From an optimization exercise on the open Yosys and OpenROAD flow, aimed at small area; shortcuts taken in it are not production practice.
The RTL was checked by simulation tests, not by an equivalence proof against the original design.
Power is estimated from default activity; no workload was simulated.

<file path="flow/design.v">
module bb_aoi222 (
    input  wire [2:0] a,
    input  wire [2:0] s,
    output wire       y
);
    assign y = ~((a[0] & s[0]) | (a[1] & s[1]) | (a[2] & s[2]));
endmodule
module bb_nor2 (
    input  wire a,
    input  wire b,
    output wire y
);
    assign y = ~(a | b);
endmodule
module bb_aoi22 (
    input  wire [1:0] a,
    input  wire [1:0] s,
    output wire       y
);
    assign y = ~((a[0] & s[0]) | (a[1] & s[1]));
endmodule
module bb_nand2 (
    input  wire a,
    input  wire b,
    output wire y
);
    assign y = ~(a & b);
endmodule
module bitbang_core (
    input  wire        clk,
    input  wire        rst,           
    input  wire [10:0] host_addr,     
    input  wire        host_we,
    input  wire [31:0] host_wdata,
    input  wire        host_re,
    output reg  [31:0] host_rdata,    
    output wire        busy,
    output wire        ev_valid,
    output wire [1:0]  ev_kind,       
    output wire [2:0]  ev_role,
    output wire        ev_level,
    output wire [31:0] ev_dur,
    input  wire        ev_ack,
    input  wire        ev_fault,
    input  wire [7:0]  ev_info,
    input  wire        ev_rlevel
);
    localparam [29:0] TICKS = 30'd1000000000;
    localparam [3:0] OP_XLATE = 4'h1, OP_SPI_INIT = 4'h2, OP_SPI_FREE = 4'h3,
                     OP_SPI_XFER = 4'h4, OP_I2C_INIT = 4'h5, OP_I2C_FREE = 4'h6,
                     OP_I2C_WRITE = 4'h7, OP_I2C_READ = 4'h8, OP_I2C_WRRD = 4'h9,
                     OP_SER_INIT = 4'hA, OP_SER_FREE = 4'hB, OP_SER_WRITE = 4'hC,
                     OP_SER_READ = 4'hD;
    localparam [2:0] R_SCK = 3'd0, R_MOSI = 3'd1, R_MISO = 3'd2, R_SCL = 3'd3,
                     R_SDA = 3'd4, R_TX = 3'd5, R_RX = 3'd6;
    localparam [1:0] K_WRITE = 2'd0, K_READ = 2'd1, K_DELAY = 2'd2;
    localparam [2:0] E_OK = 3'd0, E_PIN = 3'd1, E_NACK = 3'd2, E_PARITY = 3'd3,
                     E_FRAME = 3'd4, E_CONFIG = 3'd5, E_ILLEGAL = 3'd6;
    localparam [2:0] PH_START1 = 3'd0, PH_START2 = 3'd1, PH_ADDR1 = 3'd2,
                     PH_ADDR2 = 3'd3, PH_WDATA = 3'd4, PH_RDATA = 3'd5,
                     PH_STOP = 3'd6, PH_FSTOP = 3'd7;
    reg        st_busy, st_done;
    reg [2:0]  st_err;
    reg        spi_valid, i2c_valid, ser_valid;
    reg [11:0] pinerr;               
    reg        po_sck, po_mosi, po_scl, po_sda, po_tx;
    reg [31:0] xl_rate;
    reg [29:0] xl_delay;
    reg [2:0]  spi_cfg;              
    reg [31:0] spi_rate;
    reg [28:0] spi_delay;
    reg [31:0] i2c_rate;
    reg [28:0] i2c_delay;
    reg [5:0]  ser_cfg;              
    reg [31:0] ser_rate;
    reg [29:0] ser_tbit;
    reg [7:0]  ser_rxdata;
    reg        dvp;                  
    reg [3:0]  op;
    reg [6:0]  addr7;                
    reg [7:0]  cnta, cntb;           
    reg [7:0]  bidx;                 
    reg [7:0]  sh;                   
    reg [2:0]  s;                    
    reg [3:0]  k;                    
    reg [2:0]  ph;                   
    reg        pacc;                 
    reg        stop2n;               
    reg        epin;                 
    reg        mwr, mrd;             
    reg [29:0] rem;                  
    wire [29:0] q = {cnta, cntb, sh, addr7[6:1]};
    reg        dph;                  
    reg        dbl;                  
    assign busy = st_busy;
    wire        dv_full  = (op == OP_SER_INIT) | ((op == OP_XLATE) & addr7[0]);
    reg [28:0] ser_thalf;
    reg [29:0] dv_res;               
    function [29:0] inc30(input [29:0] x, input cin, input skip);
        integer i;
        reg c, g;
        begin
            g = cin;
            c = cin;
            for (i = 0; i < 30; i = i + 1) begin
                if (skip && i == 15) begin
                    g = g & (&x[14:0]);
                    c = g;
                end
                inc30[i] = x[i] ^ c;
                c = x[i] & c;
            end
        end
    endfunction
    always @(*) begin
        ser_thalf = inc30({1'b0, ser_tbit[29:1]}, ser_tbit[0], 1'b1);
        dv_res    = inc30({q[29] & dv_full, q[28:0]}, rem != 30'd0, 1'b0);
    end
    wire       spi_cpha  = spi_cfg[0];
    wire       spi_cpol  = spi_cfg[1];
    wire       spi_lsbf  = spi_cfg[2];
    wire [1:0] ser_dbits = ser_cfg[1:0];
    wire       ser_pen   = ser_cfg[2];
    wire       ser_podd  = ser_cfg[3];
    wire       ser_stop2 = ser_cfg[4];
    wire       ser_msbf  = ser_cfg[5];
    wire [3:0] ser_n     = 4'd5 + {2'b00, ser_dbits};
    wire       f_spi  = (op == OP_SPI_XFER);
    wire       f_i2c  = (op == OP_I2C_WRITE) | (op == OP_I2C_READ) | (op == OP_I2C_WRRD);
    wire       f_tx   = (op == OP_SER_WRITE);
    wire       f_rx   = (op == OP_SER_READ);
    wire       f_ser  = f_tx | f_rx;
    wire       f_init = ~f_spi & ~f_i2c & ~f_ser;    
    wire       c_start = (k == 4'd0);
    wire       c_data  = ~c_start & (k <= ser_n);
    wire       c_par   = ser_pen & (k == ser_n + 4'd1);
    wire       c_stop  = ~c_start & ~c_data & ~c_par;
    wire       c_last  = c_stop & (stop2n | ~ser_stop2);
    wire       lsbf    = f_spi ? spi_lsbf : (f_ser & ~ser_msbf);
    wire [2:0] topb    = f_ser ? {1'b1, ser_dbits} : 3'd7;
    wire       sh_out  = lsbf ? sh[0] : sh[topb];
    function [7:0] shifted(input [7:0] v, input din);
        integer j;
        begin
            if (!lsbf) shifted = {v[6:0], din};
            else begin
                for (j = 0; j < 8; j = j + 1)
                    shifted[j] = (j == topb) ? din : ((j == 7) ? 1'b0 : v[(j + 1) % 8]);
            end
        end
    endfunction
    reg        e_valid;
    reg [1:0]  e_kind;
    reg [2:0]  e_role;
    reg        e_level;
    reg        i2c_last_step;
    wire [1:0] i2c_proc = (ph[2:1] == 2'b00) ? 2'd0 :           
                          (ph[2:1] == 2'b11) ? 2'd3 :           
                          (((ph == PH_RDATA) ^ (k == 4'd8)) ? 2'd2 : 2'd1);   
    always @(*) begin
        e_valid = 1'b1;
        e_kind  = K_WRITE;
        e_role  = R_SCK;
        e_level = 1'b1;
        i2c_last_step = 1'b0;
        if (f_spi) begin
            case ({spi_cpha, s})
                4'b0_000: begin e_role = R_MOSI; e_level = sh_out; end
                4'b0_001: e_kind = K_DELAY;
                4'b0_010: begin e_role = R_SCK; e_level = ~spi_cpol; end
                4'b0_011: begin e_kind = K_READ; e_role = R_MISO; end
                4'b0_100: e_kind = K_DELAY;
                4'b0_101: begin e_role = R_SCK; e_level = spi_cpol; end
                4'b1_000: begin e_role = R_SCK; e_level = ~spi_cpol; end
                4'b1_001: begin e_role = R_MOSI; e_level = sh_out; end
                4'b1_010: e_kind = K_DELAY;
                4'b1_011: begin e_role = R_SCK; e_level = spi_cpol; end
                4'b1_100: begin e_kind = K_READ; e_role = R_MISO; end
                default:  e_kind = K_DELAY;
            endcase
        end else if (f_i2c) begin
            case (i2c_proc)
                2'd0: case (s)    
                    3'd0: e_role = R_SDA;
                    3'd1: e_kind = K_DELAY;
                    3'd2: e_role = R_SCL;
                    3'd3: begin e_kind = K_READ; e_role = R_SCL; end
                    3'd4: e_kind = K_DELAY;
                    3'd5: begin e_role = R_SDA; e_level = 1'b0; end
                    3'd6: e_kind = K_DELAY;
                    default: begin e_role = R_SCL; e_level = 1'b0; i2c_last_step = 1'b1; end
                endcase
                2'd1: case (s)    
                    3'd0: begin
                        e_role = R_SDA;
                        e_level = (ph == PH_RDATA) ? (cntb == 8'd1) : sh[7];
                    end
                    3'd1: e_kind = K_DELAY;
                    3'd2: e_role = R_SCL;
                    3'd3: begin e_kind = K_READ; e_role = R_SCL; end
                    3'd4: e_kind = K_DELAY;
                    default: begin e_role = R_SCL; e_level = 1'b0; i2c_last_step = 1'b1; end
                endcase
                2'd2: case (s)    
                    3'd0: e_role = R_SDA;
                    3'd1: e_kind = K_DELAY;
                    3'd2: e_role = R_SCL;
                    3'd3: begin e_kind = K_READ; e_role = R_SCL; end
                    3'd4: e_kind = K_DELAY;
                    3'd5: begin e_kind = K_READ; e_role = R_SDA; end
                    default: begin e_role = R_SCL; e_level = 1'b0; i2c_last_step = 1'b1; end
                endcase
                default: case (s)    
                    3'd0: begin e_role = R_SCL; e_level = 1'b0; end
                    3'd1: begin e_role = R_SDA; e_level = 1'b0; end
                    3'd2: e_kind = K_DELAY;
                    3'd3: e_role = R_SCL;
                    3'd4: begin e_kind = K_READ; e_role = R_SCL; end
                    3'd5: e_kind = K_DELAY;
                    3'd6: e_role = R_SDA;
                    default: begin e_kind = K_DELAY; i2c_last_step = 1'b1; end
                endcase
            endcase
        end else if (f_tx) begin
            if (s == 3'd0) begin
                e_role = R_TX;
                if (c_start)     e_level = 1'b0;
                else if (c_data) e_level = sh_out;
                else if (c_par)  e_level = pacc ^ ser_podd;
            end else
                e_kind = K_DELAY;
        end else if (f_rx) begin
            if (s == 3'd0 || s == 3'd3) begin
                e_kind = K_READ; e_role = R_RX;
            end else
                e_kind = K_DELAY;
        end else begin
            e_valid = (op != OP_XLATE);
            case (op)
                OP_SPI_INIT: e_level = spi_cpol;
                OP_I2C_INIT: e_role = (s == 3'd0) ? R_SCL : R_SDA;
                default:     e_role = R_TX;
            endcase
        end
        if (!st_busy || dvp || mwr || mrd)
            e_valid = 1'b0;
    end
    assign ev_valid = e_valid;
    assign ev_kind  = e_kind;
    assign ev_role  = e_role;
    assign ev_level = e_level;
    assign ev_dur   = {2'b00, f_spi ? {1'b0, spi_delay} :
                              f_i2c ? {1'b0, i2c_delay} :
                              (f_rx && s == 3'd1) ? {1'b0, ser_thalf} : ser_tbit};
    wire ev_done = e_valid & ev_ack;
    wire ev_bad  = ev_done & ev_fault & (e_kind != K_DELAY);
    wire ev_good = ev_done & ~ev_bad;
    wire ev_wr   = (e_kind == K_WRITE);
    wire        dv_dbit  = TICKS[5'd29 - bidx[4:0]];
    wire [29:0] dv_sh    = {rem[28:0], dv_dbit};
    reg  [30:0] dv_rate;
    always @(*) begin
        case (op)
            OP_SPI_INIT: dv_rate = spi_rate[30:0];
            OP_I2C_INIT: dv_rate = i2c_rate[30:0];
            OP_SER_INIT: dv_rate = ser_rate[30:0];
            default:     dv_rate = xl_rate[30:0];
        endcase
    end
    reg  [29:0] dv_diff;
    reg         dv_fits, dv_blo;
    always @(*) begin : dvsub
        integer i;
        reg b;
        b = 1'b0;
        for (i = 0; i < 30; i = i + 1) begin
            if (i == 15) begin
                dv_blo = b;
                b = dbl;
            end
            dv_diff[i] = dv_sh[i] ^ dv_rate[i] ^ b;
            b = (~dv_sh[i] & dv_rate[i]) | (~(dv_sh[i] ^ dv_rate[i]) & b);
        end
        dv_fits = ~(b | dv_rate[30]);
    end
    wire        dv_last  = (bidx[4:0] == {4'b1110, dv_full});
    wire        aligned  = (host_addr[1:0] == 2'b00);
    wire        hw       = host_we & aligned & ~st_busy;
    wire        hw_cmd   = hw & (host_addr == 11'h000);
    wire [3:0]  c_op     = host_wdata[3:0];
    wire [7:0]  c_lena   = host_wdata[23:16];
    wire [7:0]  c_lenb   = host_wdata[31:24];
    reg         c_illegal, c_rate_bad;
    wire        xl_bad   = xl_rate[31]  | (xl_rate  == 32'd0);
    wire        spi_bad  = spi_rate[31] | (spi_rate == 32'd0);
    wire        i2c_bad  = i2c_rate[31] | (i2c_rate == 32'd0);
    wire        ser_bad  = ser_rate[31] | (ser_rate == 32'd0);
    always @(*) begin
        case (c_op)
            OP_XLATE:     c_illegal = 1'b0;
            OP_SPI_INIT:  c_illegal = spi_valid;
            OP_SPI_FREE,
            OP_SPI_XFER:  c_illegal = ~spi_valid;
            OP_I2C_INIT:  c_illegal = i2c_valid;
            OP_I2C_FREE,
            OP_I2C_WRITE,
            OP_I2C_READ:  c_illegal = ~i2c_valid;
            OP_I2C_WRRD:  c_illegal = ~i2c_valid | (({1'b0, c_lena} + {1'b0, c_lenb}) > 9'd256);
            OP_SER_INIT:  c_illegal = ser_valid;
            OP_SER_FREE,
            OP_SER_WRITE,
            OP_SER_READ:  c_illegal = ~ser_valid;
            default:      c_illegal = 1'b1;
        endcase
        case (c_op)
            OP_SPI_INIT:  c_rate_bad = spi_bad;
            OP_I2C_INIT:  c_rate_bad = i2c_bad;
            OP_SER_INIT:  c_rate_bad = ser_bad;
            default:      c_rate_bad = xl_bad;
        endcase
    end
    wire        host_bufrd = host_re & host_addr[10];
    wire        port_seq   = st_busy & ~host_bufrd;
    wire [7:0]  b_idx      = port_seq ? bidx : host_addr[9:2];
    wire        b_we       = (hw & host_addr[10]) | (port_seq & mwr);
    reg  [7:0]  b_rd;
    wire [7:0]  b_wd       = rst ? 8'd0 : (~b_we ? b_rd : (st_busy ? sh : host_wdata[7:0]));
    reg  [15:0] b_pa_n, b_pb_n;
    always @(*) begin : pdec
        integer i;
        for (i = 0; i < 16; i = i + 1) begin
            b_pa_n[i] = ~(rst | (b_idx[3:0] == i[3:0]));
            b_pb_n[i] = ~(rst | (b_idx[7:4] == i[3:0]));
        end
    end
    wire [255:0] b_sel;
    wire [2047:0] b_flat;
    genvar gi, gb;
    generate
        for (gi = 0; gi < 256; gi = gi + 1) begin : g_buf
            reg [7:0] m;
            always @(posedge clk)
                if (b_sel[gi])
                    m <= b_wd;
            assign b_flat[gi*8 +: 8] = m;
        end
        for (gi = 0; gi < 256; gi = gi + 1) begin : g_dec
            bb_nor2 u_d (.a(b_pa_n[gi % 16]), .b(b_pb_n[gi / 16]), .y(b_sel[gi]));
        end
        for (gb = 0; gb < 8; gb = gb + 1) begin : g_rd
            wire [85:0] y;
            for (gi = 0; gi < 85; gi = gi + 1) begin : g_t
                bb_aoi222 u_t (
                    .a({b_flat[(3*gi+2)*8+gb], b_flat[(3*gi+1)*8+gb], b_flat[(3*gi)*8+gb]}),
                    .s(b_sel[3*gi+2:3*gi]),
                    .y(y[gi]));
            end
            assign y[85] = ~(b_flat[255*8+gb] & b_sel[255]);
            always @(*) b_rd[gb] = ~&y;
        end
    endgenerate
    wire        rd_reg = aligned & ~rst & (host_addr[10:7] == 4'd0);
    wire        rs_st  = rd_reg & (host_addr[6:2] == 5'h01);
    wire        rs_pe  = rd_reg & (host_addr[6:2] == 5'h02);
    wire        rs_po  = rd_reg & (host_addr[6:2] == 5'h03);
    wire        rs_xr  = rd_reg & (host_addr[6:2] == 5'h04);
    wire        rs_xd  = rd_reg & (host_addr[6:2] == 5'h05);
    wire        rs_sc  = rd_reg & (host_addr[6:2] == 5'h08);
    wire        rs_sr  = rd_reg & (host_addr[6:2] == 5'h09);
    wire        rs_sd  = rd_reg & (host_addr[6:2] == 5'h0A);
    wire        rs_ir  = rd_reg & (host_addr[6:2] == 5'h0C);
    wire        rs_id  = rd_reg & (host_addr[6:2] == 5'h0D);
    wire        rs_ec  = rd_reg & (host_addr[6:2] == 5'h10);
    wire        rs_er  = rd_reg & (host_addr[6:2] == 5'h11);
    wire        rs_et  = rd_reg & (host_addr[6:2] == 5'h12);
    wire        rs_eh  = rd_reg & (host_addr[6:2] == 5'h13);
    wire        rs_rx  = rd_reg & (host_addr[6:2] == 5'h14);
    wire        rs_bf  = aligned & ~rst & host_addr[10];
    wire [31:0] rd_val;
    wire rdt0_0, rdt0_1, rdt0_2, rdt0_3, rdt0_4, rdt0_5;
    bb_aoi222 u_rdt0_0 (.a({po_sck, pinerr[0], st_busy}), .s({rs_po, rs_pe, rs_st}), .y(rdt0_0));
    bb_aoi222 u_rdt0_1 (.a({spi_cfg[0], xl_delay[0], xl_rate[0]}), .s({rs_sc, rs_xd, rs_xr}), .y(rdt0_1));
    bb_aoi222 u_rdt0_2 (.a({i2c_rate[0], spi_delay[0], spi_rate[0]}), .s({rs_ir, rs_sd, rs_sr}), .y(rdt0_2));
    bb_aoi222 u_rdt0_3 (.a({ser_rate[0], ser_cfg[0], i2c_delay[0]}), .s({rs_er, rs_ec, rs_id}), .y(rdt0_3));
    bb_aoi222 u_rdt0_4 (.a({ser_rxdata[0], ser_thalf[0], ser_tbit[0]}), .s({rs_rx, rs_eh, rs_et}), .y(rdt0_4));
    bb_nand2 u_rdt0_5 (.a(b_rd[0]), .b(rs_bf), .y(rdt0_5));
    assign rd_val[0] = ~&{rdt0_0, rdt0_1, rdt0_2, rdt0_3, rdt0_4, rdt0_5};
    wire rdt1_0, rdt1_1, rdt1_2, rdt1_3, rdt1_4, rdt1_5;
    bb_aoi222 u_rdt1_0 (.a({po_mosi, pinerr[1], st_done}), .s({rs_po, rs_pe, rs_st}), .y(rdt1_0));
    bb_aoi222 u_rdt1_1 (.a({spi_cfg[1], xl_delay[1], xl_rate[1]}), .s({rs_sc, rs_xd, rs_xr}), .y(rdt1_1));
    bb_aoi222 u_rdt1_2 (.a({i2c_rate[1], spi_delay[1], spi_rate[1]}), .s({rs_ir, rs_sd, rs_sr}), .y(rdt1_2));
    bb_aoi222 u_rdt1_3 (.a({ser_rate[1], ser_cfg[1], i2c_delay[1]}), .s({rs_er, rs_ec, rs_id}), .y(rdt1_3));
    bb_aoi222 u_rdt1_4 (.a({ser_rxdata[1], ser_thalf[1], ser_tbit[1]}), .s({rs_rx, rs_eh, rs_et}), .y(rdt1_4));
    bb_nand2 u_rdt1_5 (.a(b_rd[1]), .b(rs_bf), .y(rdt1_5));
    assign rd_val[1] = ~&{rdt1_0, rdt1_1, rdt1_2, rdt1_3, rdt1_4, rdt1_5};
    wire rdt2_0, rdt2_1, rdt2_2, rdt2_3, rdt2_4;
    bb_aoi222 u_rdt2_0 (.a({xl_delay[2], xl_rate[2], pinerr[2]}), .s({rs_xd, rs_xr, rs_pe}), .y(rdt2_0));
    bb_aoi222 u_rdt2_1 (.a({spi_delay[2], spi_rate[2], spi_cfg[2]}), .s({rs_sd, rs_sr, rs_sc}), .y(rdt2_1));
    bb_aoi222 u_rdt2_2 (.a({ser_cfg[2], i2c_delay[2], i2c_rate[2]}), .s({rs_ec, rs_id, rs_ir}), .y(rdt2_2));
    bb_aoi222 u_rdt2_3 (.a({ser_thalf[2], ser_tbit[2], ser_rate[2]}), .s({rs_eh, rs_et, rs_er}), .y(rdt2_3));
    bb_aoi22 u_rdt2_4 (.a({b_rd[2], ser_rxdata[2]}), .s({rs_bf, rs_rx}), .y(rdt2_4));
    assign rd_val[2] = ~&{rdt2_0, rdt2_1, rdt2_2, rdt2_3, rdt2_4};
    wire rdt3_0, rdt3_1, rdt3_2, rdt3_3, rdt3_4;
    bb_aoi222 u_rdt3_0 (.a({xl_rate[3], po_scl, pinerr[3]}), .s({rs_xr, rs_po, rs_pe}), .y(rdt3_0));
    bb_aoi222 u_rdt3_1 (.a({spi_delay[3], spi_rate[3], xl_delay[3]}), .s({rs_sd, rs_sr, rs_xd}), .y(rdt3_1));
    bb_aoi222 u_rdt3_2 (.a({ser_cfg[3], i2c_delay[3], i2c_rate[3]}), .s({rs_ec, rs_id, rs_ir}), .y(rdt3_2));
    bb_aoi222 u_rdt3_3 (.a({ser_thalf[3], ser_tbit[3], ser_rate[3]}), .s({rs_eh, rs_et, rs_er}), .y(rdt3_3));
    bb_aoi22 u_rdt3_4 (.a({b_rd[3], ser_rxdata[3]}), .s({rs_bf, rs_rx}), .y(rdt3_4));
    assign rd_val[3] = ~&{rdt3_0, rdt3_1, rdt3_2, rdt3_3, rdt3_4};
    wire rdt4_0, rdt4_1, rdt4_2, rdt4_3, rdt4_4;
    bb_aoi222 u_rdt4_0 (.a({xl_rate[4], po_sda, st_err[0]}), .s({rs_xr, rs_po, rs_st}), .y(rdt4_0));
    bb_aoi222 u_rdt4_1 (.a({spi_delay[4], spi_rate[4], xl_delay[4]}), .s({rs_sd, rs_sr, rs_xd}), .y(rdt4_1));
    bb_aoi222 u_rdt4_2 (.a({ser_cfg[4], i2c_delay[4], i2c_rate[4]}), .s({rs_ec, rs_id, rs_ir}), .y(rdt4_2));
    bb_aoi222 u_rdt4_3 (.a({ser_thalf[4], ser_tbit[4], ser_rate[4]}), .s({rs_eh, rs_et, rs_er}), .y(rdt4_3));
    bb_aoi22 u_rdt4_4 (.a({b_rd[4], ser_rxdata[4]}), .s({rs_bf, rs_rx}), .y(rdt4_4));
    assign rd_val[4] = ~&{rdt4_0, rdt4_1, rdt4_2, rdt4_3, rdt4_4};
    wire rdt5_0, rdt5_1, rdt5_2, rdt5_3, rdt5_4;
    bb_aoi222 u_rdt5_0 (.a({xl_rate[5], po_tx, st_err[1]}), .s({rs_xr, rs_po, rs_st}), .y(rdt5_0));
    bb_aoi222 u_rdt5_1 (.a({spi_delay[5], spi_rate[5], xl_delay[5]}), .s({rs_sd, rs_sr, rs_xd}), .y(rdt5_1));
    bb_aoi222 u_rdt5_2 (.a({ser_cfg[5], i2c_delay[5], i2c_rate[5]}), .s({rs_ec, rs_id, rs_ir}), .y(rdt5_2));
    bb_aoi222 u_rdt5_3 (.a({ser_thalf[5], ser_tbit[5], ser_rate[5]}), .s({rs_eh, rs_et, rs_er}), .y(rdt5_3));
    bb_aoi22 u_rdt5_4 (.a({b_rd[5], ser_rxdata[5]}), .s({rs_bf, rs_rx}), .y(rdt5_4));
    assign rd_val[5] = ~&{rdt5_0, rdt5_1, rdt5_2, rdt5_3, rdt5_4};
    wire rdt6_0, rdt6_1, rdt6_2, rdt6_3;
    bb_aoi222 u_rdt6_0 (.a({xl_delay[6], xl_rate[6], st_err[2]}), .s({rs_xd, rs_xr, rs_st}), .y(rdt6_0));
    bb_aoi222 u_rdt6_1 (.a({i2c_rate[6], spi_delay[6], spi_rate[6]}), .s({rs_ir, rs_sd, rs_sr}), .y(rdt6_1));
    bb_aoi222 u_rdt6_2 (.a({ser_tbit[6], ser_rate[6], i2c_delay[6]}), .s({rs_et, rs_er, rs_id}), .y(rdt6_2));
    bb_aoi222 u_rdt6_3 (.a({b_rd[6], ser_rxdata[6], ser_thalf[6]}), .s({rs_bf, rs_rx, rs_eh}), .y(rdt6_3));
    assign rd_val[6] = ~&{rdt6_0, rdt6_1, rdt6_2, rdt6_3};
    wire rdt7_0, rdt7_1, rdt7_2, rdt7_3;
    bb_aoi222 u_rdt7_0 (.a({spi_rate[7], xl_delay[7], xl_rate[7]}), .s({rs_sr, rs_xd, rs_xr}), .y(rdt7_0));
    bb_aoi222 u_rdt7_1 (.a({i2c_delay[7], i2c_rate[7], spi_delay[7]}), .s({rs_id, rs_ir, rs_sd}), .y(rdt7_1));
    bb_aoi222 u_rdt7_2 (.a({ser_thalf[7], ser_tbit[7], ser_rate[7]}), .s({rs_eh, rs_et, rs_er}), .y(rdt7_2));
    bb_aoi22 u_rdt7_3 (.a({b_rd[7], ser_rxdata[7]}), .s({rs_bf, rs_rx}), .y(rdt7_3));
    assign rd_val[7] = ~&{rdt7_0, rdt7_1, rdt7_2, rdt7_3};
    wire rdt8_0, rdt8_1, rdt8_2, rdt8_3;
    bb_aoi222 u_rdt8_0 (.a({xl_rate[8], pinerr[4], spi_valid}), .s({rs_xr, rs_pe, rs_st}), .y(rdt8_0));
    bb_aoi222 u_rdt8_1 (.a({spi_delay[8], spi_rate[8], xl_delay[8]}), .s({rs_sd, rs_sr, rs_xd}), .y(rdt8_1));
    bb_aoi222 u_rdt8_2 (.a({ser_rate[8], i2c_delay[8], i2c_rate[8]}), .s({rs_er, rs_id, rs_ir}), .y(rdt8_2));
    bb_aoi22 u_rdt8_3 (.a({ser_thalf[8], ser_tbit[8]}), .s({rs_eh, rs_et}), .y(rdt8_3));
    assign rd_val[8] = ~&{rdt8_0, rdt8_1, rdt8_2, rdt8_3};
    wire rdt9_0, rdt9_1, rdt9_2, rdt9_3;
    bb_aoi222 u_rdt9_0 (.a({xl_rate[9], pinerr[5], i2c_valid}), .s({rs_xr, rs_pe, rs_st}), .y(rdt9_0));
    bb_aoi222 u_rdt9_1 (.a({spi_delay[9], spi_rate[9], xl_delay[9]}), .s({rs_sd, rs_sr, rs_xd}), .y(rdt9_1));
    bb_aoi222 u_rdt9_2 (.a({ser_rate[9], i2c_delay[9], i2c_rate[9]}), .s({rs_er, rs_id, rs_ir}), .y(rdt9_2));
    bb_aoi22 u_rdt9_3 (.a({ser_thalf[9], ser_tbit[9]}), .s({rs_eh, rs_et}), .y(rdt9_3));
    assign rd_val[9] = ~&{rdt9_0, rdt9_1, rdt9_2, rdt9_3};
    wire rdt10_0, rdt10_1, rdt10_2, rdt10_3;
    bb_aoi222 u_rdt10_0 (.a({xl_rate[10], pinerr[6], ser_valid}), .s({rs_xr, rs_pe, rs_st}), .y(rdt10_0));
    bb_aoi222 u_rdt10_1 (.a({spi_delay[10], spi_rate[10], xl_delay[10]}), .s({rs_sd, rs_sr, rs_xd}), .y(rdt10_1));
    bb_aoi222 u_rdt10_2 (.a({ser_rate[10], i2c_delay[10], i2c_rate[10]}), .s({rs_er, rs_id, rs_ir}), .y(rdt10_2));
    bb_aoi22 u_rdt10_3 (.a({ser_thalf[10], ser_tbit[10]}), .s({rs_eh, rs_et}), .y(rdt10_3));
    assign rd_val[10] = ~&{rdt10_0, rdt10_1, rdt10_2, rdt10_3};
    wire rdt11_0, rdt11_1, rdt11_2, rdt11_3;
    bb_aoi222 u_rdt11_0 (.a({xl_delay[11], xl_rate[11], pinerr[7]}), .s({rs_xd, rs_xr, rs_pe}), .y(rdt11_0));
    bb_aoi222 u_rdt11_1 (.a({i2c_rate[11], spi_delay[11], spi_rate[11]}), .s({rs_ir, rs_sd, rs_sr}), .y(rdt11_1));
    bb_aoi222 u_rdt11_2 (.a({ser_tbit[11], ser_rate[11], i2c_delay[11]}), .s({rs_et, rs_er, rs_id}), .y(rdt11_2));
    bb_nand2 u_rdt11_3 (.a(ser_thalf[11]), .b(rs_eh), .y(rdt11_3));
    assign rd_val[11] = ~&{rdt11_0, rdt11_1, rdt11_2, rdt11_3};
    wire rdt12_0, rdt12_1, rdt12_2, rdt12_3;
    bb_aoi222 u_rdt12_0 (.a({xl_delay[12], xl_rate[12], pinerr[8]}), .s({rs_xd, rs_xr, rs_pe}), .y(rdt12_0));
    bb_aoi222 u_rdt12_1 (.a({i2c_rate[12], spi_delay[12], spi_rate[12]}), .s({rs_ir, rs_sd, rs_sr}), .y(rdt12_1));
    bb_aoi222 u_rdt12_2 (.a({ser_tbit[12], ser_rate[12], i2c_delay[12]}), .s({rs_et, rs_er, rs_id}), .y(rdt12_2));
    bb_nand2 u_rdt12_3 (.a(ser_thalf[12]), .b(rs_eh), .y(rdt12_3));
    assign rd_val[12] = ~&{rdt12_0, rdt12_1, rdt12_2, rdt12_3};
    wire rdt13_0, rdt13_1, rdt13_2, rdt13_3;
    bb_aoi222 u_rdt13_0 (.a({xl_delay[13], xl_rate[13], pinerr[9]}), .s({rs_xd, rs_xr, rs_pe}), .y(rdt13_0));
    bb_aoi222 u_rdt13_1 (.a({i2c_rate[13], spi_delay[13], spi_rate[13]}), .s({rs_ir, rs_sd, rs_sr}), .y(rdt13_1));
    bb_aoi222 u_rdt13_2 (.a({ser_tbit[13], ser_rate[13], i2c_delay[13]}), .s({rs_et, rs_er, rs_id}), .y(rdt13_2));
    bb_nand2 u_rdt13_3 (.a(ser_thalf[13]), .b(rs_eh), .y(rdt13_3));
    assign rd_val[13] = ~&{rdt13_0, rdt13_1, rdt13_2, rdt13_3};
    wire rdt14_0, rdt14_1, rdt14_2, rdt14_3;
    bb_aoi222 u_rdt14_0 (.a({xl_delay[14], xl_rate[14], pinerr[10]}), .s({rs_xd, rs_xr, rs_pe}), .y(rdt14_0));
    bb_aoi222 u_rdt14_1 (.a({i2c_rate[14], spi_delay[14], spi_rate[14]}), .s({rs_ir, rs_sd, rs_sr}), .y(rdt14_1));
    bb_aoi222 u_rdt14_2 (.a({ser_tbit[14], ser_rate[14], i2c_delay[14]}), .s({rs_et, rs_er, rs_id}), .y(rdt14_2));
    bb_nand2 u_rdt14_3 (.a(ser_thalf[14]), .b(rs_eh), .y(rdt14_3));
    assign rd_val[14] = ~&{rdt14_0, rdt14_1, rdt14_2, rdt14_3};
    wire rdt15_0, rdt15_1, rdt15_2, rdt15_3;
    bb_aoi222 u_rdt15_0 (.a({xl_delay[15], xl_rate[15], pinerr[11]}), .s({rs_xd, rs_xr, rs_pe}), .y(rdt15_0));
    bb_aoi222 u_rdt15_1 (.a({i2c_rate[15], spi_delay[15], spi_rate[15]}), .s({rs_ir, rs_sd, rs_sr}), .y(rdt15_1));
    bb_aoi222 u_rdt15_2 (.a({ser_tbit[15], ser_rate[15], i2c_delay[15]}), .s({rs_et, rs_er, rs_id}), .y(rdt15_2));
    bb_nand2 u_rdt15_3 (.a(ser_thalf[15]), .b(rs_eh), .y(rdt15_3));
    assign rd_val[15] = ~&{rdt15_0, rdt15_1, rdt15_2, rdt15_3};
    wire rdt16_0, rdt16_1, rdt16_2;
    bb_aoi222 u_rdt16_0 (.a({spi_rate[16], xl_delay[16], xl_rate[16]}), .s({rs_sr, rs_xd, rs_xr}), .y(rdt16_0));
    bb_aoi222 u_rdt16_1 (.a({i2c_delay[16], i2c_rate[16], spi_delay[16]}), .s({rs_id, rs_ir, rs_sd}), .y(rdt16_1));
    bb_aoi222 u_rdt16_2 (.a({ser_thalf[16], ser_tbit[16], ser_rate[16]}), .s({rs_eh, rs_et, rs_er}), .y(rdt16_2));
    assign rd_val[16] = ~&{rdt16_0, rdt16_1, rdt16_2};
    wire rdt17_0, rdt17_1, rdt17_2;
    bb_aoi222 u_rdt17_0 (.a({spi_rate[17], xl_delay[17], xl_rate[17]}), .s({rs_sr, rs_xd, rs_xr}), .y(rdt17_0));
    bb_aoi222 u_rdt17_1 (.a({i2c_delay[17], i2c_rate[17], spi_delay[17]}), .s({rs_id, rs_ir, rs_sd}), .y(rdt17_1));
    bb_aoi222 u_rdt17_2 (.a({ser_thalf[17], ser_tbit[17], ser_rate[17]}), .s({rs_eh, rs_et, rs_er}), .y(rdt17_2));
    assign rd_val[17] = ~&{rdt17_0, rdt17_1, rdt17_2};
    wire rdt18_0, rdt18_1, rdt18_2;
    bb_aoi222 u_rdt18_0 (.a({spi_rate[18], xl_delay[18], xl_rate[18]}), .s({rs_sr, rs_xd, rs_xr}), .y(rdt18_0));
    bb_aoi222 u_rdt18_1 (.a({i2c_delay[18], i2c_rate[18], spi_delay[18]}), .s({rs_id, rs_ir, rs_sd}), .y(rdt18_1));
    bb_aoi222 u_rdt18_2 (.a({ser_thalf[18], ser_tbit[18], ser_rate[18]}), .s({rs_eh, rs_et, rs_er}), .y(rdt18_2));
    assign rd_val[18] = ~&{rdt18_0, rdt18_1, rdt18_2};
    wire rdt19_0, rdt19_1, rdt19_2;
    bb_aoi222 u_rdt19_0 (.a({spi_rate[19], xl_delay[19], xl_rate[19]}), .s({rs_sr, rs_xd, rs_xr}), .y(rdt19_0));
    bb_aoi222 u_rdt19_1 (.a({i2c_delay[19], i2c_rate[19], spi_delay[19]}), .s({rs_id, rs_ir, rs_sd}), .y(rdt19_1));
    bb_aoi222 u_rdt19_2 (.a({ser_thalf[19], ser_tbit[19], ser_rate[19]}), .s({rs_eh, rs_et, rs_er}), .y(rdt19_2));
    assign rd_val[19] = ~&{rdt19_0, rdt19_1, rdt19_2};
    wire rdt20_0, rdt20_1, rdt20_2;
    bb_aoi222 u_rdt20_0 (.a({spi_rate[20], xl_delay[20], xl_rate[20]}), .s({rs_sr, rs_xd, rs_xr}), .y(rdt20_0));
    bb_aoi222 u_rdt20_1 (.a({i2c_delay[20], i2c_rate[20], spi_delay[20]}), .s({rs_id, rs_ir, rs_sd}), .y(rdt20_1));
    bb_aoi222 u_rdt20_2 (.a({ser_thalf[20], ser_tbit[20], ser_rate[20]}), .s({rs_eh, rs_et, rs_er}), .y(rdt20_2));
    assign rd_val[20] = ~&{rdt20_0, rdt20_1, rdt20_2};
    wire rdt21_0, rdt21_1, rdt21_2;
    bb_aoi222 u_rdt21_0 (.a({spi_rate[21], xl_delay[21], xl_rate[21]}), .s({rs_sr, rs_xd, rs_xr}), .y(rdt21_0));
    bb_aoi222 u_rdt21_1 (.a({i2c_delay[21], i2c_rate[21], spi_delay[21]}), .s({rs_id, rs_ir, rs_sd}), .y(rdt21_1));
    bb_aoi222 u_rdt21_2 (.a({ser_thalf[21], ser_tbit[21], ser_rate[21]}), .s({rs_eh, rs_et, rs_er}), .y(rdt21_2));
    assign rd_val[21] = ~&{rdt21_0, rdt21_1, rdt21_2};
    wire rdt22_0, rdt22_1, rdt22_2;
    bb_aoi222 u_rdt22_0 (.a({spi_rate[22], xl_delay[22], xl_rate[22]}), .s({rs_sr, rs_xd, rs_xr}), .y(rdt22_0));
    bb_aoi222 u_rdt22_1 (.a({i2c_delay[22], i2c_rate[22], spi_delay[22]}), .s({rs_id, rs_ir, rs_sd}), .y(rdt22_1));
    bb_aoi222 u_rdt22_2 (.a({ser_thalf[22], ser_tbit[22], ser_rate[22]}), .s({rs_eh, rs_et, rs_er}), .y(rdt22_2));
    assign rd_val[22] = ~&{rdt22_0, rdt22_1, rdt22_2};
    wire rdt23_0, rdt23_1, rdt23_2;
    bb_aoi222 u_rdt23_0 (.a({spi_rate[23], xl_delay[23], xl_rate[23]}), .s({rs_sr, rs_xd, rs_xr}), .y(rdt23_0));
    bb_aoi222 u_rdt23_1 (.a({i2c_delay[23], i2c_rate[23], spi_delay[23]}), .s({rs_id, rs_ir, rs_sd}), .y(rdt23_1));
    bb_aoi222 u_rdt23_2 (.a({ser_thalf[23], ser_tbit[23], ser_rate[23]}), .s({rs_eh, rs_et, rs_er}), .y(rdt23_2));
    assign rd_val[23] = ~&{rdt23_0, rdt23_1, rdt23_2};
    wire rdt24_0, rdt24_1, rdt24_2;
    bb_aoi222 u_rdt24_0 (.a({spi_rate[24], xl_delay[24], xl_rate[24]}), .s({rs_sr, rs_xd, rs_xr}), .y(rdt24_0));
    bb_aoi222 u_rdt24_1 (.a({i2c_delay[24], i2c_rate[24], spi_delay[24]}), .s({rs_id, rs_ir, rs_sd}), .y(rdt24_1));
    bb_aoi222 u_rdt24_2 (.a({ser_thalf[24], ser_tbit[24], ser_rate[24]}), .s({rs_eh, rs_et, rs_er}), .y(rdt24_2));
    assign rd_val[24] = ~&{rdt24_0, rdt24_1, rdt24_2};
    wire rdt25_0, rdt25_1, rdt25_2;
    bb_aoi222 u_rdt25_0 (.a({spi_rate[25], xl_delay[25], xl_rate[25]}), .s({rs_sr, rs_xd, rs_xr}), .y(rdt25_0));
    bb_aoi222 u_rdt25_1 (.a({i2c_delay[25], i2c_rate[25], spi_delay[25]}), .s({rs_id, rs_ir, rs_sd}), .y(rdt25_1));
    bb_aoi222 u_rdt25_2 (.a({ser_thalf[25], ser_tbit[25], ser_rate[25]}), .s({rs_eh, rs_et, rs_er}), .y(rdt25_2));
    assign rd_val[25] = ~&{rdt25_0, rdt25_1, rdt25_2};
    wire rdt26_0, rdt26_1, rdt26_2;
    bb_aoi222 u_rdt26_0 (.a({spi_rate[26], xl_delay[26], xl_rate[26]}), .s({rs_sr, rs_xd, rs_xr}), .y(rdt26_0));
    bb_aoi222 u_rdt26_1 (.a({i2c_delay[26], i2c_rate[26], spi_delay[26]}), .s({rs_id, rs_ir, rs_sd}), .y(rdt26_1));
    bb_aoi222 u_rdt26_2 (.a({ser_thalf[26], ser_tbit[26], ser_rate[26]}), .s({rs_eh, rs_et, rs_er}), .y(rdt26_2));
    assign rd_val[26] = ~&{rdt26_0, rdt26_1, rdt26_2};
    wire rdt27_0, rdt27_1, rdt27_2;
    bb_aoi222 u_rdt27_0 (.a({spi_rate[27], xl_delay[27], xl_rate[27]}), .s({rs_sr, rs_xd, rs_xr}), .y(rdt27_0));
    bb_aoi222 u_rdt27_1 (.a({i2c_delay[27], i2c_rate[27], spi_delay[27]}), .s({rs_id, rs_ir, rs_sd}), .y(rdt27_1));
    bb_aoi222 u_rdt27_2 (.a({ser_thalf[27], ser_tbit[27], ser_rate[27]}), .s({rs_eh, rs_et, rs_er}), .y(rdt27_2));
    assign rd_val[27] = ~&{rdt27_0, rdt27_1, rdt27_2};
    wire rdt28_0, rdt28_1, rdt28_2;
    bb_aoi222 u_rdt28_0 (.a({spi_rate[28], xl_delay[28], xl_rate[28]}), .s({rs_sr, rs_xd, rs_xr}), .y(rdt28_0));
    bb_aoi222 u_rdt28_1 (.a({i2c_delay[28], i2c_rate[28], spi_delay[28]}), .s({rs_id, rs_ir, rs_sd}), .y(rdt28_1));
    bb_aoi222 u_rdt28_2 (.a({ser_thalf[28], ser_tbit[28], ser_rate[28]}), .s({rs_eh, rs_et, rs_er}), .y(rdt28_2));
    assign rd_val[28] = ~&{rdt28_0, rdt28_1, rdt28_2};
    wire rdt29_0, rdt29_1;
    bb_aoi222 u_rdt29_0 (.a({spi_rate[29], xl_delay[29], xl_rate[29]}), .s({rs_sr, rs_xd, rs_xr}), .y(rdt29_0));
    bb_aoi222 u_rdt29_1 (.a({ser_tbit[29], ser_rate[29], i2c_rate[29]}), .s({rs_et, rs_er, rs_ir}), .y(rdt29_1));
    assign rd_val[29] = ~&{rdt29_0, rdt29_1};
    wire rdt30_0, rdt30_1;
    bb_aoi222 u_rdt30_0 (.a({i2c_rate[30], spi_rate[30], xl_rate[30]}), .s({rs_ir, rs_sr, rs_xr}), .y(rdt30_0));
    bb_nand2 u_rdt30_1 (.a(ser_rate[30]), .b(rs_er), .y(rdt30_1));
    assign rd_val[30] = ~&{rdt30_0, rdt30_1};
    wire rdt31_0, rdt31_1;
    bb_aoi222 u_rdt31_0 (.a({i2c_rate[31], spi_rate[31], xl_rate[31]}), .s({rs_ir, rs_sr, rs_xr}), .y(rdt31_0));
    bb_nand2 u_rdt31_1 (.a(ser_rate[31]), .b(rs_er), .y(rdt31_1));
    assign rd_val[31] = ~&{rdt31_0, rdt31_1};
    always @(posedge clk)
        if (rst | host_re)
            host_rdata <= rd_val;
    wire [31:0] hwd     = host_wdata & {32{~rst}};
    wire [29:0] dres    = dv_res & {30{~rst}};
    wire        w_xlr   = hw & (host_addr == 11'h010);
    wire        w_spic  = hw & (host_addr == 11'h020) & ~spi_valid;
    wire        w_spir  = hw & (host_addr == 11'h024) & ~spi_valid;
    wire        w_i2cr  = hw & (host_addr == 11'h030) & ~i2c_valid;
    wire        w_serc  = hw & (host_addr == 11'h040) & ~ser_valid;
    wire        w_serr  = hw & (host_addr == 11'h044) & ~ser_valid;
    wire        init_ok = st_busy & f_init & ~dvp &
                          ((op == OP_XLATE) | (ev_good & ~((op == OP_I2C_INIT) & (s == 3'd0))));
    always @(posedge clk) begin
        if (rst | w_xlr)  xl_rate  <= hwd;
        if (rst | w_spic) spi_cfg  <= hwd[2:0];
        if (rst | w_spir) spi_rate <= hwd;
        if (rst | w_i2cr) i2c_rate <= hwd;
        if (rst | w_serc) ser_cfg  <= {hwd[5:2], host_wdata[1:0] | {2{rst}}};
        if (rst | w_serr) ser_rate <= hwd;
        if (rst | (init_ok & (op == OP_XLATE)))    xl_delay  <= dres;
        if (rst | (init_ok & (op == OP_SPI_INIT))) spi_delay <= dres[28:0];
        if (rst | (init_ok & (op == OP_I2C_INIT))) i2c_delay <= dres[28:0];
        if (rst | (init_ok & (op == OP_SER_INIT))) ser_tbit  <= dres;
    end
    task finish(input [2:0] code);
        begin
            st_err  <= code;
            st_done <= 1'b1;
            st_busy <= 1'b0;
        end
    endtask
    task finish_pin(input [11:0] pin);
        begin
            finish(E_PIN);
            pinerr <= pin;
        end
    endtask
    wire [11:0] ev_pin = {ev_info, ev_wr, e_role};
    always @(posedge clk) begin
        if (rst) begin
            st_busy    <= 1'b0;
            st_done    <= 1'b0;
            st_err     <= 3'd0;
            spi_valid  <= 1'b0;
            i2c_valid  <= 1'b0;
            ser_valid  <= 1'b0;
            pinerr     <= 12'd0;
            po_sck     <= 1'b0;
            po_mosi    <= 1'b0;
            po_scl     <= 1'b1;
            po_sda     <= 1'b1;
            po_tx      <= 1'b1;
            ser_rxdata <= 8'd0;
        end else begin
            if (ev_good && ev_wr) begin
                case (e_role)
                    R_SCK:  po_sck  <= e_level;
                    R_MOSI: po_mosi <= e_level;
                    R_SCL:  po_scl  <= e_level;
                    R_SDA:  po_sda  <= e_level;
                    R_TX:   po_tx   <= e_level;
                    default: ;
                endcase
            end
            if (!st_busy) begin
                if (hw_cmd) begin
                    op      <= c_op;
                    addr7   <= host_wdata[10:4];
                    cnta    <= c_lena;
                    cntb    <= c_lenb;
                    st_done <= 1'b0;
                    st_err  <= 3'd0;
                    bidx    <= 8'd0;
                    s       <= 3'd0;
                    k       <= 4'd0;
                    ph      <= PH_START1;
                    sh      <= (c_op == OP_SER_READ) ? 8'd0 : c_lena;
                    pacc    <= 1'b0;
                    stop2n  <= 1'b0;
                    rem     <= 30'd0;
                    mwr     <= 1'b0;
                    mrd     <= (c_op == OP_SPI_XFER);
                    dph     <= 1'b0;
                    dvp     <= (c_op == OP_XLATE) | (c_op == OP_SPI_INIT) |
                               (c_op == OP_I2C_INIT) | (c_op == OP_SER_INIT);
                    if (c_illegal) begin
                        finish(E_ILLEGAL);
                    end else begin
                        case (c_op)
                            OP_XLATE, OP_SPI_INIT, OP_I2C_INIT, OP_SER_INIT: begin
                                if (c_rate_bad) finish(E_CONFIG);
                                else st_busy <= 1'b1;
                            end
                            OP_SPI_FREE: begin spi_valid <= 1'b0; finish(E_OK); end
                            OP_I2C_FREE: begin i2c_valid <= 1'b0; finish(E_OK); end
                            OP_SER_FREE: begin ser_valid <= 1'b0; finish(E_OK); end
                            OP_SPI_XFER: begin
                                if (c_lena == 8'd0) finish(E_OK);
                                else st_busy <= 1'b1;
                            end
                            default: st_busy <= 1'b1;    
                        endcase
                    end
                end
            end else if (mwr) begin
                if (port_seq) begin
                    mwr  <= 1'b0;
                    bidx <= bidx + 8'd1;
                    if (f_spi) begin
                        cnta <= cnta - 8'd1;
                        if (cnta == 8'd1) finish(E_OK);
                        else mrd <= 1'b1;
                    end else begin
                        cntb <= cntb - 8'd1;
                        if (cntb == 8'd1) ph <= PH_STOP;
                    end
                end
            end else if (mrd) begin
                if (port_seq) begin
                    mrd <= 1'b0;
                    sh  <= b_rd;
                end
            end else if (f_init) begin
                if (dvp) begin
                    dph <= ~dph;
                    dbl <= dv_blo;
                    if (dph) begin
                        bidx <= bidx + 8'd1;
                        rem  <= dv_fits ? dv_diff : dv_sh;
                        {cnta, cntb, sh, addr7[6:1]} <= {q[28:0], dv_fits};
                        if (dv_last) dvp <= 1'b0;
                    end
                end else if (op == OP_XLATE) begin
                    finish(E_OK);
                end else if (ev_done) begin
                    if (ev_bad) finish_pin(ev_pin);
                    else if (op == OP_I2C_INIT && s == 3'd0) s <= 3'd1;
                    else begin
                        finish(E_OK);
                        case (op)
                            OP_SPI_INIT: spi_valid <= 1'b1;
                            OP_I2C_INIT: i2c_valid <= 1'b1;
                            default:     ser_valid <= 1'b1;
                        endcase
                    end
                end
            end else if (f_spi) begin
                if (ev_done) begin
                    if (ev_bad) finish_pin(ev_pin);
                    else begin
                        if (s == (spi_cpha ? 3'd4 : 3'd3))
                            sh <= shifted(sh, ev_rlevel);
                        if (s != 3'd5) s <= s + 3'd1;
                        else begin
                            s <= 3'd0;
                            k <= {1'b0, k[2:0] + 3'd1};
                            if (k[2:0] == 3'd7) mwr <= 1'b1;
                        end
                    end
                end
            end else if (f_i2c) begin
                if (ev_done) begin
                    if (ev_bad) begin
                        if (ph == PH_FSTOP) begin
                            if (epin) finish_pin({sh, k});
                            else finish(E_NACK);
                        end else if (ph == PH_STOP)
                            finish_pin(ev_pin);
                        else begin
                            epin <= 1'b1;
                            sh   <= ev_info;
                            k    <= {ev_wr, e_role};
                            ph   <= PH_FSTOP;
                            s    <= 3'd0;
                        end
                    end else if (e_kind == K_READ && e_role == R_SCL && !ev_rlevel) begin
                    end else if (!i2c_last_step) begin
                        s <= s + 3'd1;
                        if ((i2c_proc == 2'd1 && s == 3'd0 && ph != PH_RDATA) ||
                            (i2c_proc == 2'd2 && s == 3'd5))
                            sh <= {sh[6:0], ev_rlevel};
                    end else begin
                        s <= 3'd0;
                        case (ph)
                            PH_START1, PH_START2: begin
                                ph <= (ph == PH_START1) ? PH_ADDR1 : PH_ADDR2;
                                sh <= {addr7, (ph == PH_START2) || (op == OP_I2C_READ)};
                                k  <= 4'd0;
                            end
                            PH_STOP: finish(E_OK);
                            PH_FSTOP: begin
                                if (epin) finish_pin({sh, k});
                                else finish(E_NACK);
                            end
                            PH_RDATA: begin
                                if (k != 4'd8) k <= k + 4'd1;
                                else begin
                                    k   <= 4'd0;
                                    mwr <= 1'b1;
                                end
                            end
                            default: begin   
                                if (k != 4'd8) k <= k + 4'd1;
                                else begin
                                    k <= 4'd0;
                                    if (sh[0]) begin
                                        epin <= 1'b0;
                                        ph   <= PH_FSTOP;
                                    end else if (ph == PH_ADDR2 || op == OP_I2C_READ) begin
                                        ph <= (cntb != 8'd0) ? PH_RDATA : PH_STOP;
                                    end else begin
                                        if (ph == PH_WDATA) begin
                                            bidx <= bidx + 8'd1;
                                            cnta <= cnta - 8'd1;
                                        end
                                        if ((ph == PH_WDATA) ? (cnta != 8'd1) : (cnta != 8'd0)) begin
                                            ph  <= PH_WDATA;
                                            mrd <= 1'b1;
                                        end else
                                            ph <= (op == OP_I2C_WRRD) ? PH_START2 : PH_STOP;
                                    end
                                end
                            end
                        endcase
                    end
                end
            end else if (f_tx) begin
                if (ev_done) begin
                    if (ev_bad) finish_pin(ev_pin);
                    else if (s == 3'd0) begin
                        s <= 3'd1;
                        if (c_data) begin
                            pacc <= pacc ^ sh_out;
                            sh   <= shifted(sh, 1'b0);
                        end
                    end else begin
                        s <= 3'd0;
                        if (c_last) finish(E_OK);
                        else if (c_stop) stop2n <= 1'b1;
                        else k <= k + 4'd1;
                    end
                end
            end else begin
                if (ev_done) begin
                    if (ev_bad) finish_pin(ev_pin);
                    else case (s)
                        3'd0: if (!ev_rlevel) s <= 3'd1;
                        3'd1: begin s <= 3'd2; k <= 4'd1; end
                        3'd2: s <= 3'd3;
                        default: begin
                            s <= 3'd2;
                            if (c_data) begin
                                sh   <= shifted(sh, ev_rlevel);
                                pacc <= pacc ^ ev_rlevel;
                                k    <= k + 4'd1;
                            end else if (c_par) begin
                                if (ev_rlevel != (pacc ^ ser_podd)) finish(E_PARITY);
                                else k <= k + 4'd1;
                            end else begin
                                if (!ev_rlevel) finish(E_FRAME);
                                else if (c_last) begin
                                    ser_rxdata <= sh;
                                    finish(E_OK);
                                end else stop2n <= 1'b1;
                            end
                        end
                    endcase
                end
            end
        end
    end
endmodule
</file>
<file path="flow/run.sh">
#!/bin/bash
# synth_recipe.tcl (not shown) runs the flow's synth.tcl, then flattens the netlist and writes it again
# the make line also repeats each setting of config.mk as NAME=value (left out here)
make -C /OpenROAD-flow-scripts/flow DESIGN_CONFIG=/design/flow/config.mk WORK_HOME=/design/flow/orfs CLKGATE_MAP_FILE= SYNTH_SCRIPT=/design/flow/synth_recipe.tcl finish
</file>
<file path="flow/config.mk">
export PLATFORM = sky130hd
export DESIGN_NAME = bitbang_core
export DESIGN_NICKNAME = bitbang_core
export VERILOG_FILES = /design/flow/design.v
export SDC_FILE = /design/flow/constraint.sdc
export NUM_CORES = 8
export LEC_CHECK = 0
export CAP_MARGIN = 20
export CORE_MARGIN = 2
export CORE_UTILIZATION = 70
export CTS_BUF_LIST = sky130_fd_sc_hd__clkbuf_16
export CTS_CLUSTER_DIAMETER = 60
export CTS_CLUSTER_SIZE = 40
export PLACE_DENSITY = 0.8
export SLEW_MARGIN = 20
export SYNTH_HIERARCHICAL = 1
</file>
<file path="flow/constraint.sdc">
create_clock -name core_clock -period 10.0 [get_ports {clk}]
set_input_delay 2.0000 -clock core_clock [delete_from_list [all_inputs] [get_ports {clk}]]
set_output_delay 2.0000 -clock core_clock [all_outputs]
set_load 0.01 [all_outputs]
</file>
==> results of run 1 <==
## power groups by stage
stage	Combinational [W]	Sequential (W)	Clock, W
6_report	0.00145	0.0120	0.00654
5_1_grt	0.00153	0.0120	0.00687
4_1_cts	0.00141	0.0120	0.00655
3_5_place_dp	0.00140	0.0122	0
3_3_place_gp	0.00135	0.0122	0
2_1_floorplan	0.000733	0.0122	0
## logic make-up (layout without fill, tap and decap cells)
kind of cell / Yosys count / in the layout / synth area share [%]
flops: 2459 / 2459 / 77.6
compound gates: 1347 / 1347 / 12.3
simple gates: 1205 / 1205 / 6.38
buf+inv: 189 / 754 / 0.790
fa+ha+maj: 125 / 125 / 1.89
mux: 78 / 78 / 0.861
xor+xnor: 19 / 19 / 0.176
other cells: 1 / 4 / 0.00396
## modules after synthesis (local to each module, per instance)
module,flip-flops and latches,copies in the design,cell area [um2]
bitbang_core,2459,1,85800
bb_aoi222,0,780,10.0
bb_nor2,0,256,3.75
bb_nand2,0,9,3.75
bb_aoi22,0,8,12.5
## registers in the layout (all words and copies together), names as in the netlist, 7 cells and up
name	count
spi_rate	32
ser_rate	32
addr7	7
xl_delay	30
rem	30
cntb	8
i2c_delay	29
i2c_rate	32
xl_rate	32
sh	8
spi_delay	29
host_rdata	32
cnta	8
g_buf.m	2048
ser_rxdata	8
pinerr	12
ser_tbit	30
bidx	8
## area by class of cell
type,count,area [um2]
flip-flops and latches,2459,73500
diodes,2,5.00
clock inverters,102,1330
multi-input cells,2776,21100
inverters,55,206
fillers,6969,28100
well taps,1768,2210
repair buffers,454,3960
clock buffers,143,3580
## per-layer routing
metal  vias to the layer above  wire length [um]
li1                      24742                 -
met1                     29487             89800
met2                      4966            116000
met3                       774             34400
met4                         6             14900
met5                         -                49
## layout by cell type, fill, tap and decap left out, types with 12 or more instances in the layout
| master | netlist | routed |
|---|---|---|
| clkbuf_16 | 0 | 143 |
| nor4_1 | 84 | 81 |
| a21oi_1 | 130 | 108 |
| nand3_1 | 61 | 61 |
| inv_6 | 0 | 19 |
| nor3_1 | 32 | 30 |
| nor2_2 | 0 | 62 |
| nor2_1 | 409 | 346 |
| inv_1 | 51 | 56 |
| fa_1 | 30 | 30 |
| mux2_2 | 28 | 28 |
| buf_4 | 2 | 309 |
| or2_2 | 12 | 12 |
| a22oi_1 | 47 | 47 |
| nand2_1 | 205 | 204 |
| a222oi_1 | 810 | 810 |
| mux2i_1 | 50 | 50 |
| a21o_1 | 13 | 12 |
| o211ai_1 | 19 | 19 |
| o31ai_1 | 17 | 14 |
| a31oi_1 | 23 | 21 |
| a21oi_4 | 0 | 16 |
| dfxtp_1 | 33 | 32 |
| nand3b_1 | 13 | 13 |
| and3_1 | 15 | 14 |
| nor2b_1 | 76 | 76 |
| o2bb2ai_1 | 12 | 12 |
| o21ai_0 | 122 | 120 |
| clkdlybuf4s50_1 | 0 | 126 |
| nand2b_1 | 30 | 30 |
| ha_1 | 95 | 95 |
| nand4_1 | 206 | 206 |
| a211oi_1 | 42 | 34 |
| edfxtp_1 | 2426 | 2426 |
| clkinv_8 | 0 | 19 |
| inv_12 | 0 | 17 |
## worst register-to-register path: cells and delay by family, from the launching register on
kind                     cells  cell delay [ns]
adder cells (fa/ha/maj)     15             5.64
AND/OR/NAND/NOR              4             1.65
flip-flops                   1             0.68
AO/OA/AOI/OAI                3             0.62
buffers and inverters        2             0.52
## cells in the mapped netlist (13+ instances only)
master    number
edfxtp_1    2426
a222oi_1     810
nor2_1       409
nand4_1      206
nand2_1      205
a21oi_1      130
o21ai_0      122
clkbuf_1     108
ha_1          95
nor4_1        84
nor2b_1       76
nand3_1       61
inv_1         51
mux2i_1       50
a22oi_1       47
a211oi_1      42
dfxtp_1       33
nor3_1        32
fa_1          30
nand2b_1      30
mux2_2        28
a31oi_1       23
o211ai_1      19
o31ai_1       17
and3_1        15
a21o_1        13
buf_2         13
nand3b_1      13
## worst max path at each step
stage,end,slack (ns)
after global routing,rem[0]$_SDFFCE_PN0P_,0.42
final,rem[0]$_SDFFCE_PN0P_,0.69
after detailed placement,rem[0]$_SDFFCE_PN0P_,0.79
after global placement,rem[0]$_SDFFCE_PN0P_,0.93
after CTS,rem[0]$_SDFFCE_PN0P_,0.83
after floorplan,g_buf[0].m[5]$_DFFE_PP_,-1.37
## per-stage QoR
| stage | setup TNS [ns] | util, % | worst slack [ns] |
|---|---|---|---|
| floorplan | -1042.40 | - | -1.37 |
| global placement | 0 | 75.1 | 0.934 |
| detailed placement | 0 | 75.2 | 0.793 |
| CTS | 0 | 78.8 | 0.825 |
| global route | 0 | 79.0 | 0.420 |
| finish | 0 | 79.0 | 0.685 |
==> flow_summary.toml, run 1 <==
[pwr]
p_sw_share_pct = 24.1
pwr_density_cell_nw_per_um2 = 189
p_clk_share_pct = 32.7
vdd_drop_max_uv = 207
power.switching_w = 0.00481
totalPowerFinal_w = 0.0200
p_seq_share_pct = 60.0
p_leak_nw = 34.4
p_comb_share_pct = 7.3
power.internal_w = 0.0152

[global_routing]
grt_max_degree = 257
track_usage_pct = 36.8
gr-usage-met1_pct = 51.9
use_met3_pct = 8.42
grt_pass1_wl_um = 372000
grt_pass1_vias = 56540
busiest_layer = "met2"
antenna_found_initial = 6
met2_usage_pct = 55.3
grt-ovfl-total = 0

[timing]
final_hold_viol_count = 0
worst_pin_slew_ns = 1.26
setup_viol = 0
slew_headroom_pct = 15.3
skew_ns = 0.0423
fin_crit_ns = 9.31
timing.hold.ws_ns = 0.496
finalCritPeriodShare_pct = 93.1
final_max_slew_viol_count = 0
clock.fmax_ghz = 0.107
rsz0062_at_grt = "no"

[clocking]
path_clk_slew_ns = 0.08
numCtsBuffers = 137
cts_root_buffer = "clkbuf_16"
cts_resized = 0
cts_sinks = 2459
cts.path.max_buffers = 3
insertion_delay_ns = 0.81
post_cts_buffers = 0
ctsHoldBuffers = 0
cts_tree = "built"
h-tree-depth = 4

[yosys]
seq_area_frac_synth_pct = 77.6
netlist_area_um2 = 94700
synth_area_leader_cell = "edfxtp_1"
ys.flop_type = "edfxtp_1"
yosysWarnings = 7
synth.distinct_cells = 96
ys_ff_latch = 2459
async_flop_share_pct = 0
avgSynthCellArea_um2 = 17.5
synth_edf_count = 2426
netlist_instances = 5423
synth_area_leaders = "edfxtp_1 (77%), a222oi_1 (8.6%), nor2_1 (1.6%)"
netlist.area_leader.share_pct = 76.9

[setup_path]
critPathKind = "reg2reg"
reg2regPathDepth = 24
crit_path_max_fanout = 34
crit_required_ns = 10.60
critPathMaxStageDelay_ns = 0.68
worstSetupStartpointType = "flop"
crit_top_cell = "fa_1"
arrival_ns = 9.92
path_delay_family = "adder cells"
endpoint_kind = "flop"
worstSetupStartpoint = "op[0]$_DFFE_PP_"
rrSetupSlack_ns = 0.69
cp_num_buf_inv = 2
crit_chain = "nand2b_1 > nor3b_2 > buf_4 > a222oi_1 > a21oi_1 > fa_1 > inv_1 > fa_1 > fa_1 > fa_1 > fa_1 > fa_1 > fa_1 > fa_1 > fa_1 > fa_1 > fa_1 > fa_1 > fa_1 > fa_1 > fa_1 > and4_1 > and2_1 > a211oi_1"
r2r_end = "rem[0]$_SDFFCE_PN0P_"
r2r_start = "op[0]$_DFFE_PP_"
cp_slowest_cell = "edfxtp_1"
path_depth = 24

[floorplanning]
dieArea_um2 = 138000
die_w_um = 372
start_util_pct = 70.7
core_um2 = 134000
pin_count = 130
core.rowCount = 134
die_h_um = 372

[detailed_routing]
vias = 59975
wl_per_cell_um = 32.9
drt-vias-per-instance = 7.73
drt-pass1-iter-count = 17
antenna_left = 0
routed_wl_um = 255000
drcViolationCount = 0
drtIter0Drc = 13672

[placed_design]
hpwl_um = 160000
gp_congestion = 0.999
io_buffers = 127
dpl_cell_area_um2 = 101000
place_inst = 7506

[layout]
area_growth_pct = 11.8
stdcell_count = 7759
layout.nets = 6066
drive_gt1_share_pct = 12.5
design_area_um2 = 106000

[flow_run]
max_cap_violations = 0

[run_status]
outcome = "complete, no violations"

[worst_hold_path]
min_path_cells = 1
hold_class = "reg2reg"
hold_path_startpoint = "pinerr[4]$_SDFFE_PP0P_"
hold_path_end = "pinerr[4]$_SDFFE_PP0P_"
==> run 2, diff against run 1 <==
==> flow/flow/run.sh (new file) <==
#!/bin/bash
# The standard layout (the standard.sh, unchanged synthesis), with two
# options passed to ORFS through its environment:
# - clock tree: clkbuf_16 sink clusters of at most 30 flip-flops within 50 um,
#   without the dummy loads CTS adds to balance the tree;
# - port buffers: sky130_fd_sc_hd__buf_1.
set -euo pipefail
export CTS_ARGS="-sink_clustering_enable -repair_clock_nets -sink_clustering_size 30 -sink_clustering_max_diameter 50 -buf_list sky130_fd_sc_hd__clkbuf_16 -dont_use_dummy_load"
export BUFFER_PORTS_ARGS="-buffer_cell sky130_fd_sc_hd__buf_1"
bash standard.sh > flow.log 2>&1
==> flow/standard.sh (new file) <==
#!/bin/bash
# synth_recipe.tcl (not shown) runs the flow's synth.tcl, then flattens the netlist and writes it again
# the make line also repeats each setting of config.mk as NAME=value (left out here)
make -C /OpenROAD-flow-scripts/flow DESIGN_CONFIG=/design/flow/config.mk WORK_HOME=/design/flow/orfs CLKGATE_MAP_FILE= SYNTH_SCRIPT=/design/flow/synth_recipe.tcl "${@:-finish}"
--- a/flow/config.mk
+++ b/flow/config.mk
@@ -9,7 +9,4 @@
 export CORE_MARGIN = 2
 export CORE_UTILIZATION = 70
-export CTS_BUF_LIST = sky130_fd_sc_hd__clkbuf_16
-export CTS_CLUSTER_DIAMETER = 60
-export CTS_CLUSTER_SIZE = 40
 export PLACE_DENSITY = 0.8
 export SLEW_MARGIN = 20
removed: flow/run.sh
==> flow_summary.toml, run 2 <==
[global_routing]
grt-ovfl-total = 0
antenna_found_initial = 8
track_usage_pct = 36.7
grt_pass1_wl_um = 370000
grt_max_degree = 257

[yosys]
synth_most_common_cell = "edfxtp_1"
ys_ff_latch = 2459
avgSynthCellArea_um2 = 17.5
netlist.area_leader.share_pct = 76.9
async_flop_share_pct = 0
synth_edf_count = 2426
ys.flop_type = "edfxtp_1"
synth.top_cells.by_count = "edfxtp_1 (2,426), a222oi_1 (810), nor2_1 (409)"
yosysWarnings = 7
synth_area_leaders = "edfxtp_1 (77%), a222oi_1 (8.6%), nor2_1 (1.6%)"
synth_area_leader_cell = "edfxtp_1"
synth.distinct_cells = 96
seq_area_frac_synth_pct = 77.6

[setup_path]
crit_top_cell = "fa_1"
crit_required_ns = 10.63
r2r_start = "op[0]$_DFFE_PP_"
critPathKind = "reg2reg"
worstSetupStartpoint = "op[0]$_DFFE_PP_"
crit_chain = "nor2b_1 > and3b_1 > or3_1 > buf_4 > o21ai_0 > fa_1 > fa_1 > fa_1 > fa_1 > fa_1 > fa_1 > fa_1 > fa_1 > fa_1 > fa_1 > fa_1 > fa_1 > fa_1 > fa_1 > nand4_1 > buf_4 > nand2_1 > a21oi_1"
path_delay_family = "adder cells"
worstSetupStartpointType = "flop"
cp_num_buf_inv = 2
cp_slowest_cell = "edfxtp_1"
crit_path_max_fanout = 54
arrival_ns = 9.83

[timing]
layout_setup_ws_ns = 0.805
slew_headroom_pct = 13.2
clock.fmax_ghz = 0.109
fin_crit_ns = 9.20
final_max_slew_viol_count = 0
skew_ns = 0.0870
rsz0062_at_grt = "no"

[layout]
largest_register_ffs = 2048
largest_register = "g_buf.m"
nFillCells = 7213
final_cell_mix = "edfxtp_1 (2,426), a222oi_1 (810), nor2_1 (358)"
design_area_um2 = 104000

[detailed_routing]
drt-vias-per-instance = 7.80
routed_wl_um = 255000
wl_per_cell_um = 33.2
vias = 59911
antenna_left = 0
drt-pass1-iter-count = 15

[placed_design]
hpwl_um = 157000
gp_congestion = 1.07
dpl_cell_area_um2 = 99800
dp_slack_ns = 0.956

[pwr]
p_leak_nw = 33.7
pwr_density_cell_nw_per_um2 = 186
vdd_drop_max_uv = 209
totalPowerFinal_w = 0.0194

[worst_hold_path]
hold_class = "reg2reg"

[floorplanning]
dieArea_um2 = 138000
pin_count = 130
die_w_um = 372
die_h_um = 372
core.rowCount = 134
start_util_pct = 70.7

[flow_run]
max_cap_violations = 0

[run_status]
outcome = "complete, no violations"

[clocking]
h-tree-depth = 4
cts_resized = 0
cts.path.max_buffers = 3
ctsHoldBuffers = 0
insertion_delay_ns = 0.85
cts_tree = "built"
## run 2: cell count changes in the layout (fill, tap and decap cells not counted), moves of 17 or more
cell	previous run	this run
buf_1	0	126
clkbuf_16	143	164
clkdlybuf4s50_1	126	0
clkinv_8	19	0
inv_12	17	0
inv_6	19	0
## run 2: per-module statistics from Yosys (local to each module, per instance)
module | flip-flops and latches | area [um2] | times used | cells inside
bb_aoi22 | 0 | 12.5 | 8 | 1
bb_aoi222 | 0 | 10.0 | 780 | 1
bitbang_core | 2459 | 85800 | 1 | 4370
bb_nor2 | 0 | 3.75 | 256 | 1
bb_nand2 | 0 | 3.75 | 9 | 1
## run 2: final timing paths
path | endpoint | slack (ns) | cells after the start
setup / recovery | rem[21]$_SDFFCE_PN0P_ | 0.80 | 23
hold reg to reg | pinerr[6]$_SDFFE_PP0P_ | 0.50 | 1
hold / removal | pinerr[6]$_SDFFE_PP0P_ | 0.50 | 1
setup reg to reg | rem[21]$_SDFFCE_PN0P_ | 0.80 | 23
## run 2: worst register-to-register path, cell delays in order, from the launching register on
cell	delay (ns)
edfxtp_1	0.75
nor2b_1	0.30
and3b_1	0.54
or3_1	0.24
buf_4	0.44
o21ai_0	0.21
fa_1	0.44
fa_1	0.39
fa_1	0.39
fa_1	0.40
fa_1	0.39
fa_1	0.39
fa_1	0.39
fa_1	0.39
fa_1	0.38
fa_1	0.39
fa_1	0.39
fa_1	0.39
fa_1	0.39
fa_1	0.40
nand4_1	0.46
buf_4	0.33
nand2_1	0.07
a21oi_1	0.17
## run 2: logic make-up after synthesis
| kind of cell | after synthesis | synth area share [%] |
|---|---|---|
| fa+ha+maj | 125 | 1.89 |
| flops | 2459 | 77.6 |
| xor+xnor | 19 | 0.176 |
| buf+inv | 189 | 0.790 |
| simple gates | 1205 | 6.38 |
| other cells | 1 | 0.00396 |
| mux | 78 | 0.861 |
| compound gates | 1347 | 12.3 |
## run 2: routing by layer
metal / vias up / GRT usage (%) / share of wire, %
li1: 24653 / - / -
met1: 29396 / 51.6 / 35
met2: 5020 / 54.9 / 45
met3: 830 / 8.70 / 14
met4: 12 / 18.0 / 6.0
met5: - / 0 / 0.053
## run 2: where the power goes
group / internal, W / switching [W]
Sequential: 0.0118 / 0.000175
Clock: 0.00289 / 0.00308
Combinational: 0.000371 / 0.00104
## run 2: per-stage QoR
step	instances	utilization [%]	setup TNS (ns)	hold slack, ns
after CTS	7664	77.6	0	0.491
final	7676	77.8	0	0.496
after global routing	7672	77.8	0	0.498
after global placement	7499	74.5	0	0.469
after floorplan	5424	-	-1042.40	0.449
after detailed placement	7500	74.5	0	0.479
## run 2: cell type report
class	instances	area [um2]	area share (%)
timing repair buffer	450	3100	2.97
tap	1768	2210	2.12
inverter	55	206	0.198
sequential	2459	73500	70.5
antenna	4	10.0	0.00960
multi-input combinational	2776	21100	20.2
clock buffer	164	4100	3.94

Check on run 2: ideal ports give 0.805 ns setup slack; a clkbuf_16 on the clock port and buf_2 on the inputs give 0.805 ns; moving port delays by the midpoint clock arrival (0.885 ns) as well gives 0.805 ns.
